Source: an optimization exercise on an open RTL-to-GDS flow (aim: small area, a short achievable clock period and few clock cycles per item). Production flows keep margins and buffers that such runs may drop. In this exercise RTL edits were held to simulation tests only and were not proved equivalent to the original.

[flow/flow/run.sh]
#!/bin/bash
set -euo pipefail
bash standard.sh SETUP_SLACK_MARGIN=8 finish > make_finish.log 2>&1
[flow/standard.sh]
#!/bin/bash
# synth_recipe.tcl (not shown) runs the flow's synth.tcl, then flattens the netlist and writes it again
# the make line also repeats each setting of config.mk as NAME=value (left out here)
make -C /OpenROAD-flow-scripts/flow DESIGN_CONFIG=/design/flow/config.mk WORK_HOME=/design/flow/orfs CLKGATE_MAP_FILE= SYNTH_SCRIPT=/design/flow/synth_recipe.tcl "${@:-finish}"
[flow/config.mk]
export PLATFORM = sky130hd
export DESIGN_NAME = mont_unit
export DESIGN_NICKNAME = mont_unit
export VERILOG_FILES = /design/flow/design.v
export SDC_FILE = /design/flow/constraint.sdc
export NUM_CORES = 4
export LEC_CHECK = 0
export CAP_MARGIN = 20
export CORE_MARGIN = 2
export CORE_UTILIZATION = 40
export PLACE_DENSITY = 0.55
export SLEW_MARGIN = 20
[flow/constraint.sdc]
create_clock -name core_clock -period 14.0 [get_ports {clk}]
set_input_delay 2.8000 -clock core_clock [delete_from_list [all_inputs] [get_ports {clk}]]
set_output_delay 2.8000 -clock core_clock [all_outputs]
set_load 0.01 [all_outputs]
[flow/design.v]
module mont_unit (
    input  wire         clk,
    input  wire         rst,
    input  wire         start,
    input  wire [1:0]   op,
    input  wire [255:0] a,
    input  wire [255:0] b,
    input  wire [255:0] m,
    output wire         ready,
    output reg          done,
    output wire [255:0] result
);
    localparam WR = 269;     
    localparam WT = 270;     
    localparam ST_IDLE = 3'd0;
    localparam ST_DBL  = 3'd1;
    localparam ST_MONT = 3'd2;
    localparam ST_MSB  = 3'd3;
    localparam ST_CONV = 3'd4;
    localparam ST_FSUB = 3'd5;
    reg [2:0]    state;
    reg [8:0]    cnt;
    reg          mfull;      
    reg          pw;         
    reg          msbop;      
    reg          gen;        
    reg [2:0]    mlo;        
    reg [255:0]  X;          
    reg [255:0]  Y;          
    reg [255:0]  M;          
    reg [255:0]  D;          
    reg [WR-1:0] S;          
    reg [WR-1:0] C;          
    reg          cin;        
    reg          f_msb, f_dbl, f_conv;
    reg [2:0]    nstate;
    wire msb = f_msb;
    wire [256:0] yv = {pw, Y & {256{~pw}}};
    wire [3:0]   xd = X[3:0];
    wire [2:0]   dd = X[255:253];
    wire [5:0]   hsum = {1'b0, S[268:264]} + {1'b0, C[268:264]};
    wire [4:0]   h = hsum[4:0];
    reg  [3:0]   pr;
    wire [3:0]   ls = S[3:0] ^ C[3:0] ^ pr;
    wire [3:0]   lc = {(S[2:0] & C[2:0]) | (S[2:0] & pr[2:0]) | (C[2:0] & pr[2:0]), cin};
    wire [3:0]   t  = ls + lc;
    wire [3:0]   q  = qtab(t, mlo);
    wire [255:0] opm = msb ? D : M;
    wire g0 = msb ? dd[0] : xd[0];
    wire g1 = msb ? dd[1] : xd[1];
    wire g2 = msb ? dd[2] : xd[2];
    wire [3:0] gm = msb ? h[3:0] : q;
    wire [WT-1:0] r_y0 = g0 ? {13'd0, yv} : {WT{1'b0}};
    wire [WT-1:0] r_y1 = g1 ? {12'd0, yv, 1'b0} : {WT{1'b0}};
    wire [WT-1:0] r_y2 = g2 ? {11'd0, yv, 2'b0} : {WT{1'b0}};
    wire [WT-1:0] r_7  = msb ? (h[4] ? {10'd0, D, 4'b0} : {WT{1'b0}})
                             : (xd[3] ? {10'd0, yv, 3'b0} : {WT{1'b0}});
    wire [WT-1:0] r_m0 = gm[0] ? {14'd0, opm} : {WT{1'b0}};
    wire [WT-1:0] r_m1 = gm[1] ? {13'd0, opm, 1'b0} : {WT{1'b0}};
    wire [WT-1:0] r_m2 = gm[2] ? {12'd0, opm, 2'b0} : {WT{1'b0}};
    wire [WT-1:0] r_m3 = gm[3] ? {11'd0, opm, 3'b0} : {WT{1'b0}};
    wire [WT-1:0] in_s = msb ? {6'd0, S[263:0]} : {1'b0, S};
    wire [WT-1:0] in_c = msb ? {6'd0, C[263:0]} : {1'b0, C};
    wire [WT-1:0] s1 = in_s ^ in_c ^ r_y0;
    wire [WT-1:0] c1 = {((in_s & in_c) | (in_s & r_y0) | (in_c & r_y0)), cin};
    wire [WT-1:0] s2 = r_y1 ^ r_y2 ^ r_7;
    wire [WT-1:0] c2 = {((r_y1 & r_y2) | (r_y1 & r_7) | (r_y2 & r_7)), 1'b0};
    wire [WT-1:0] s3 = s1 ^ c1 ^ s2;
    wire [WT-1:0] c3 = {((s1 & c1) | (s1 & s2) | (c1 & s2)), 1'b0};
    wire [WT-1:0] s4 = s3 ^ c3 ^ c2;
    wire [WT-1:0] c4 = {((s3 & c3) | (s3 & c2) | (c3 & c2)), 1'b0};
    wire [WT-1:0] s5 = s4 ^ c4 ^ r_m0;
    wire [WT-1:0] c5 = {((s4 & c4) | (s4 & r_m0) | (c4 & r_m0)), 1'b0};
    wire [WT-1:0] s6 = r_m1 ^ r_m2 ^ r_m3;
    wire [WT-1:0] c6 = {((r_m1 & r_m2) | (r_m1 & r_m3) | (r_m2 & r_m3)), 1'b0};
    wire [WT-1:0] s7 = s5 ^ c5 ^ s6;
    wire [WT-1:0] c7 = {((s5 & c5) | (s5 & s6) | (c5 & s6)), 1'b0};
    wire [WT-1:0] ts = s7 ^ c7 ^ c6;
    wire [WT-1:0] tc = {((s7 & c7) | (s7 & c6) | (c7 & c6)), 1'b0};
    wire          dbl  = f_dbl;
    wire          conv = f_conv;
    wire [263:0]  pa   = dbl ? {7'd0, D, 1'b0} : S[263:0];
    wire [263:0]  pb   = conv ? C[263:0] : {8'hff, ~M};
    wire [263:0]  res  = cpa264(pa, pb, conv ? cin : 1'b1);
    wire          neg  = res[263];
    wire          below2m = (S[268:257] == 12'd0) && (S[256:240] < M[255:239]);
    function [263:0] cpa264(input [263:0] x, input [263:0] y, input c0);
        reg [263:0] g, p, gl, pl, c;
        reg [65:0]  gg, pp, gn, pn;
        integer i, k, d;
        begin
            g = x & y;
            p = x ^ y;
            for (i = 0; i < 264; i = i + 1) begin
                if (i % 4 == 0) begin
                    gl[i] = g[i];
                    pl[i] = p[i];
                end else begin
                    gl[i] = g[i] | (p[i] & gl[i-1]);
                    pl[i] = p[i] & pl[i-1];
                end
            end
            for (k = 0; k < 66; k = k + 1) begin
                gg[k] = gl[4*k+3];
                pp[k] = pl[4*k+3];
            end
            gg[0] = gg[0] | (pp[0] & c0);
            for (d = 1; d < 66; d = d * 2) begin
                for (k = 0; k < 66; k = k + 1) begin
                    if (k >= d) begin
                        gn[k] = gg[k] | (pp[k] & gg[k-d]);
                        pn[k] = pp[k] & pp[k-d];
                    end else begin
                        gn[k] = gg[k];
                        pn[k] = pp[k];
                    end
                end
                gg = gn;
                pp = pn;
            end
            for (i = 0; i < 264; i = i + 1) begin
                if (i % 4 == 0)
                    c[i] = (i == 0) ? c0 : gg[i/4-1];
                else
                    c[i] = gl[i-1] | (pl[i-1] & ((i < 4) ? c0 : gg[i/4-1]));
            end
            cpa264 = p ^ c;
        end
    endfunction
    function [3:0] qtab(input [3:0] u, input [2:0] mh);
        case ({mh, u})
            7'd0: qtab = 4'd0;
            7'd1: qtab = 4'd15;
            7'd2: qtab = 4'd14;
            7'd3: qtab = 4'd13;
            7'd4: qtab = 4'd12;
            7'd5: qtab = 4'd11;
            7'd6: qtab = 4'd10;
            7'd7: qtab = 4'd9;
            7'd8: qtab = 4'd8;
            7'd9: qtab = 4'd7;
            7'd10: qtab = 4'd6;
            7'd11: qtab = 4'd5;
            7'd12: qtab = 4'd4;
            7'd13: qtab = 4'd3;
            7'd14: qtab = 4'd2;
            7'd15: qtab = 4'd1;
            7'd16: qtab = 4'd0;
            7'd17: qtab = 4'd5;
            7'd18: qtab = 4'd10;
            7'd19: qtab = 4'd15;
            7'd20: qtab = 4'd4;
            7'd21: qtab = 4'd9;
            7'd22: qtab = 4'd14;
            7'd23: qtab = 4'd3;
            7'd24: qtab = 4'd8;
            7'd25: qtab = 4'd13;
            7'd26: qtab = 4'd2;
            7'd27: qtab = 4'd7;
            7'd28: qtab = 4'd12;
            7'd29: qtab = 4'd1;
            7'd30: qtab = 4'd6;
            7'd31: qtab = 4'd11;
            7'd32: qtab = 4'd0;
            7'd33: qtab = 4'd3;
            7'd34: qtab = 4'd6;
            7'd35: qtab = 4'd9;
            7'd36: qtab = 4'd12;
            7'd37: qtab = 4'd15;
            7'd38: qtab = 4'd2;
            7'd39: qtab = 4'd5;
            7'd40: qtab = 4'd8;
            7'd41: qtab = 4'd11;
            7'd42: qtab = 4'd14;
            7'd43: qtab = 4'd1;
            7'd44: qtab = 4'd4;
            7'd45: qtab = 4'd7;
            7'd46: qtab = 4'd10;
            7'd47: qtab = 4'd13;
            7'd48: qtab = 4'd0;
            7'd49: qtab = 4'd9;
            7'd50: qtab = 4'd2;
            7'd51: qtab = 4'd11;
            7'd52: qtab = 4'd4;
            7'd53: qtab = 4'd13;
            7'd54: qtab = 4'd6;
            7'd55: qtab = 4'd15;
            7'd56: qtab = 4'd8;
            7'd57: qtab = 4'd1;
            7'd58: qtab = 4'd10;
            7'd59: qtab = 4'd3;
            7'd60: qtab = 4'd12;
            7'd61: qtab = 4'd5;
            7'd62: qtab = 4'd14;
            7'd63: qtab = 4'd7;
            7'd64: qtab = 4'd0;
            7'd65: qtab = 4'd7;
            7'd66: qtab = 4'd14;
            7'd67: qtab = 4'd5;
            7'd68: qtab = 4'd12;
            7'd69: qtab = 4'd3;
            7'd70: qtab = 4'd10;
            7'd71: qtab = 4'd1;
            7'd72: qtab = 4'd8;
            7'd73: qtab = 4'd15;
            7'd74: qtab = 4'd6;
            7'd75: qtab = 4'd13;
            7'd76: qtab = 4'd4;
            7'd77: qtab = 4'd11;
            7'd78: qtab = 4'd2;
            7'd79: qtab = 4'd9;
            7'd80: qtab = 4'd0;
            7'd81: qtab = 4'd13;
            7'd82: qtab = 4'd10;
            7'd83: qtab = 4'd7;
            7'd84: qtab = 4'd4;
            7'd85: qtab = 4'd1;
            7'd86: qtab = 4'd14;
            7'd87: qtab = 4'd11;
            7'd88: qtab = 4'd8;
            7'd89: qtab = 4'd5;
            7'd90: qtab = 4'd2;
            7'd91: qtab = 4'd15;
            7'd92: qtab = 4'd12;
            7'd93: qtab = 4'd9;
            7'd94: qtab = 4'd6;
            7'd95: qtab = 4'd3;
            7'd96: qtab = 4'd0;
            7'd97: qtab = 4'd11;
            7'd98: qtab = 4'd6;
            7'd99: qtab = 4'd1;
            7'd100: qtab = 4'd12;
            7'd101: qtab = 4'd7;
            7'd102: qtab = 4'd2;
            7'd103: qtab = 4'd13;
            7'd104: qtab = 4'd8;
            7'd105: qtab = 4'd3;
            7'd106: qtab = 4'd14;
            7'd107: qtab = 4'd9;
            7'd108: qtab = 4'd4;
            7'd109: qtab = 4'd15;
            7'd110: qtab = 4'd10;
            7'd111: qtab = 4'd5;
            7'd112: qtab = 4'd0;
            7'd113: qtab = 4'd1;
            7'd114: qtab = 4'd2;
            7'd115: qtab = 4'd3;
            7'd116: qtab = 4'd4;
            7'd117: qtab = 4'd5;
            7'd118: qtab = 4'd6;
            7'd119: qtab = 4'd7;
            7'd120: qtab = 4'd8;
            7'd121: qtab = 4'd9;
            7'd122: qtab = 4'd10;
            7'd123: qtab = 4'd11;
            7'd124: qtab = 4'd12;
            7'd125: qtab = 4'd13;
            7'd126: qtab = 4'd14;
            7'd127: qtab = 4'd15;
            default: qtab = 4'd0;
        endcase
    endfunction
    function [3:0] mul16(input [3:0] x, input [3:0] y);
        mul16 = (x[0] ? y : 4'd0) + (x[1] ? {y[2:0], 1'b0} : 4'd0)
              + (x[2] ? {y[1:0], 2'b0} : 4'd0) + (x[3] ? {y[0], 3'b0} : 4'd0);
    endfunction
    always @(*) begin
        nstate = state;
        case (state)
            ST_IDLE: if (start) nstate = (op[1] || !m[255]) ? ST_DBL : ST_MONT;
            ST_DBL:  if (cnt == 9'd0) nstate = msbop ? ST_MSB : ST_MONT;
            ST_MONT: if (cnt == 9'd0) nstate = ST_CONV;
            ST_MSB:  if (cnt == 9'd0) nstate = ST_MONT;
            ST_CONV: nstate = (mfull || gen) ? ST_FSUB : ST_MSB;
            ST_FSUB: if (gen || below2m) nstate = ST_IDLE;
            default: nstate = ST_IDLE;
        endcase
        if (rst) nstate = ST_IDLE;
    end
    reg f_idle, f_mont, f_fsub;
    always @(posedge clk) begin
        f_idle <= (nstate == ST_IDLE);
        f_mont <= (nstate == ST_MONT);
        f_msb  <= (nstate == ST_MSB);
        f_dbl  <= (nstate == ST_DBL);
        f_conv <= (nstate == ST_CONV);
        f_fsub <= (nstate == ST_FSUB);
    end
    assign ready  = (state == ST_IDLE);
    assign result = S[255:0];
    always @(posedge clk) begin
        state <= nstate;
        done  <= !rst && (state == ST_FSUB) && (gen || below2m);
        case (state)
            ST_IDLE: begin
                mfull <= m[255];
                pw    <= (op == 2'd1) || (op == 2'd2);
                msbop <= op[1];
                gen   <= 1'b0;
                cnt   <= (op[1] || !m[255]) ? (m[255] ? 9'd8 : 9'd263) : 9'd63;
            end
            ST_DBL:  cnt <= (cnt == 9'd0) ? (msbop ? 9'd90 : 9'd63) : cnt - 9'd1;
            ST_MONT: cnt <= cnt - 9'd1;
            ST_MSB:  cnt <= (cnt == 9'd0) ? (gen ? 9'd68 : 9'd4) : cnt - 9'd1;
            ST_CONV: begin
                cnt <= 9'd91;
                if (!(mfull || gen)) gen <= 1'b1;
            end
            default: ;
        endcase
    end
    always @(posedge clk) begin
        if (f_idle)
            pr <= mul16(a[3:0], ((op == 2'd1) || (op == 2'd2)) ? 4'd0 : b[3:0]);
        else
            pr <= mul16(f_mont ? X[7:4] : X[3:0], yv[3:0]);
        if (f_idle) begin
            X    <= a;
            Y    <= b;
            M    <= m;
            mlo  <= m[3:1];
            D    <= {m[255], 254'd0, ~m[255]};
            S    <= {13'd0, (op == 2'd1) ? b : 256'd0};
            C    <= {WR{1'b0}};
            cin  <= 1'b0;
        end
        if (f_dbl)
            D <= neg ? {D[254:0], 1'b0} : res[255:0];
        if (f_mont) begin
            S   <= {3'd0, ts[WT-1:4]};
            C   <= {3'd0, tc[WT-1:4]};
            cin <= |(ts[3:0] | tc[3:0]);
            X   <= {4'd0, X[255:4]};
        end
        if (f_msb) begin
            S   <= {ts[265:0], 3'd0};
            C   <= {tc[265:0], 3'd0};
            cin <= 1'b0;
            X   <= {X[252:0], 3'd0};
        end
        if (f_conv) begin
            S   <= {5'd0, res};
            C   <= {WR{1'b0}};
            cin <= 1'b0;
        end
        if (f_fsub && !neg)
            S <= {5'd0, res};
    end
endmodule
==> flow_summary_export.csv <==
group,metric,value,unit
route,avgViaCountPerCell,5.74,
clock_tree,cts_tree,"yes",
global_route,first_global_vias,130000,
global_route,overflow,0,
worst_setup_path,endpoint,"S[113]$_DFFE_PP_",
die,start_util,0.401,
synth,synth-warning-count,1,
final_layout,syn_to_final_growth,22.1,%
sta,slew_headroom,0.189,
placement,place_congestion,0.949,
die,ios,1031,
worst_setup_path,r2r_start,"S[0]$_DFFE_PP_",
synth,synthArstFlopShare,0,
die,core_area,0.389,mm²
die,rows,229,
job,maxCapViolCount,0,
clock_tree,postCtsHoldBufs,0,
worst_setup_path,path_class,"flip-flop to flip-flop",
worst_setup_path,ff2ff_setup_slack,7.81,ns
sta,fmax,162,MHz
global_route,antenna_found_initial,129,
sta,tightest_slew,1.22,ns
synth,syn_area_per_cell,9.48,µm²
final_layout,multi_input_area,0.103,mm²
synth,syn_area,0.156,mm²
sta,fin_setup_tns,0,ns
sta,setup-violations-final,0,
clock_tree,path_clk_slew,0.06,ns
global_route,grt_pass1_wl,928000,µm
clock_tree,htreeDepth,4,
sta,period_minus_slack,6.19,ns
sta,drv_slew,0,
synth,ys.flop_type,"edfxtp_1",
sta,hold_ws,0.507,ns
final_layout,final_common_cell,"nand2_1",
placement,placed_area,0.169,mm²
synth,ys_types,85,
synth,synth_nets,19700,
final_layout,postLayoutCellArea,0.190,mm²
final_layout,final_util,0.490,
final_layout,fillers,36400,
route,totalWireLength,679000,µm
worst_setup_path,crit_start,"S[0]$_DFFE_PP_",
synth,synth_seq_area_share,0.287,
placement,hpwl,449000,µm
route,drc,0,
worst_setup_path,reg2reg_to,"S[113]$_DFFE_PP_",
route,ant_nets,0,
clock_tree,root_buffer,"clkbuf_16",
final_layout,regArea,0.0448,mm²
sta,grt_setup_unrepaired,"true",
worst_setup_path,start_kind,"flip-flop",
final_layout,nets,20600,
global_route,grt_max_degree,173,
worst_setup_path,worstPathArrival,6.88,ns
synth,synth-seq-cells,1590,
worst_setup_path,critPathRequiredTime,14.69,ns
route,routedWlPerCell,29.8,µm
die,die-height,628,µm
synth,synthCells,16500,
sta,hold_viol_final,0,
worst_hold_path,hp-class,"flip-flop to flip-flop",
clock_tree,cts.sinks,1590,
route,drt_iter0_drc,13700,
outcome,status,"timing/DRC/antenna clean",
route,dr.pass1.iters,8,
final_layout,drive_gt1_frac,0.153,
placement,io_buffers,1030,
clock_tree,ctsLongestPathBuffers,4,
worst_setup_path,critPathMaxFanout,8,
final_layout,final_cell_mix,"2,932 x nand2_1, 1,860 x inv_1, 1,740 x fa_1",
die,die_w,628,µm
route,vias,131000,
worst_setup_path,critPathCaptureType,"flip-flop",
die,dieArea,0.395,mm²
clock_tree,clk_latency,0.97,ns
clock_tree,cts_made_buffers,206,
sta,fin_skew,0.0627,ns
sta,period_share,0.442,
worst_setup_path,r2r_cells,23,
global_route,grt_usage,0.321,
synth,synth_edf_count,1298,
==> metal layers <==
metal	global-route usage	part of all wire
met4	0.195	0.078
met5	0	0.00094
met2	0.484	0.43
met3	0.0805	0.11
met1	0.417	0.38
==> per-stage QoR <==
step	setup WS [ns]	std cells
finish	7.81	22700
CTS	7.88	22200
global placement	5.49	21600
floorplan	5.75	16500
global route	7.72	22700
detailed placement	5.36	21600
==> timing repair <==
| item | in CTS | in global routing |
|---|---|---|
| setup endpoints to repair | 1125 | 870 |
| gates cloned | 89 | 64 |
| pin swaps | 188 | 1118 |
| setup buffers | 142 | 365 |
| resized for setup | 524 | 1169 |
==> final cells by class <==
cell class	instances	share of cell area
Sequential cell	1590	0.236
Inverter	1982	0.0393
Clock inverter	100	0.00532
Clock buffer	281	0.0292
Timing Repair Buffer	1836	0.115
Timing Repair inverter	2	0.0000920
Antenna cell	82	0.00108
Tap cell	5197	0.0341
Multi-Input combinational cell	11700	0.540
==> cells by family after synthesis <==
kind of cell / after synthesis / share of synthesized area
AO/OA/AOI/OAI: 3035 / 0.117
XOR/XNOR: 190 / 0.0109
adder cells (fa/ha/maj): 2496 / 0.303
buffers and inverters: 3197 / 0.0841
flip-flops: 1590 / 0.287
multiplexers: 855 / 0.0574
AND/OR/NAND/NOR: 5090 / 0.141
==> worst min path at each step <==
stage	startpoint	endpoint	slack, ns	cells past startpoint
after global routing	C[140]$_SDFFE_PP0P_	C[140]$_SDFFE_PP0P_	0.53	2
after global placement	C[143]$_SDFFE_PP0P_	C[143]$_SDFFE_PP0P_	0.49	2
after CTS	C[127]$_SDFFE_PP0P_	C[127]$_SDFFE_PP0P_	0.51	2
after floorplan	C[150]$_SDFFE_PP0P_	C[150]$_SDFFE_PP0P_	0.48	2
after detailed placement	C[127]$_SDFFE_PP0P_	C[127]$_SDFFE_PP0P_	0.50	2
final	C[151]$_SDFFE_PP0P_	C[151]$_SDFFE_PP0P_	0.51	2
==> registers in the layout (all words and copies together) (netlist names), 2 cells and up <==
| signal | count |
|---|---|
| C | 269 |
| S | 269 |
| D | 256 |
| X | 256 |
| Y | 256 |
| M | 254 |
| cnt | 9 |
| pr | 4 |
| state | 3 |
| mlo | 2 |
==> worst max-delay path, cell delays in order (launching register included) <==
cell and delay [ns]:
edfxtp_1 0.41, fa_1 0.48, ha_2 0.21, fa_2 0.67, ha_4 0.25, a21oi_2 0.13
xnor2_1 0.07, a211oi_1 0.24, a21oi_1 0.08, a22oi_2 0.19, o31a_4 0.25, buf_16 0.22
buf_12 0.18, buf_16 0.19, buf_12 0.13, nand2_1 0.07, fa_1 0.48, fa_1 0.55
inv_1 0.05, fa_2 0.48, a22oi_1 0.23, nor2_1 0.10, a21oi_2 0.14, o21ai_0 0.09
==> synthesized netlist by cell type (372+ instances only) <==
master / instances / area share
nand2_1: 3097 / 0.075
o21ai_0: 953 / 0.031
a21oi_1: 988 / 0.032
ha_1: 372 / 0.030
a211oi_1: 410 / 0.020
nor2b_1: 629 / 0.025
nor2_1: 702 / 0.017
edfxtp_1: 1298 / 0.25
clkbuf_1: 804 / 0.019
fa_1: 2124 / 0.27
inv_1: 1980 / 0.048
mux2i_1: 544 / 0.035
Testbench counts, summed over its fixed seeds: cycles 14,668, ops 192.

static timing again, ports no longer ideal:
How much do the figures lean on ideal ports? The routed layout below was timed once more, with nothing changed but the port constraints.
Step 1: set_driving_cell puts a clkbuf_16 on clk and a buf_2 on each other input, an assumption about the parent block.
Step 2 adds t to the input delays and takes it off the output delays; t is the mean of the earliest and latest rising clock arrival at the registers after step 1. Input paths then give back, and output paths get back, about the clock's delay inside the block.
Slacks: ideal ports / drivers / drivers and shift; pairs: ideal ports / drivers.
t (ns): 1.054
slack for setup (ns): 7.810 / 7.810 / 7.093
hold WS [ns]: 0.507 / 0.507 / 0.507
worst slew at a driven data input, ns: 0.30
After both steps this run still meets setup and hold. The setup slack of this run moves by 0.000 ns with the drivers and by -0.717 ns with both steps.
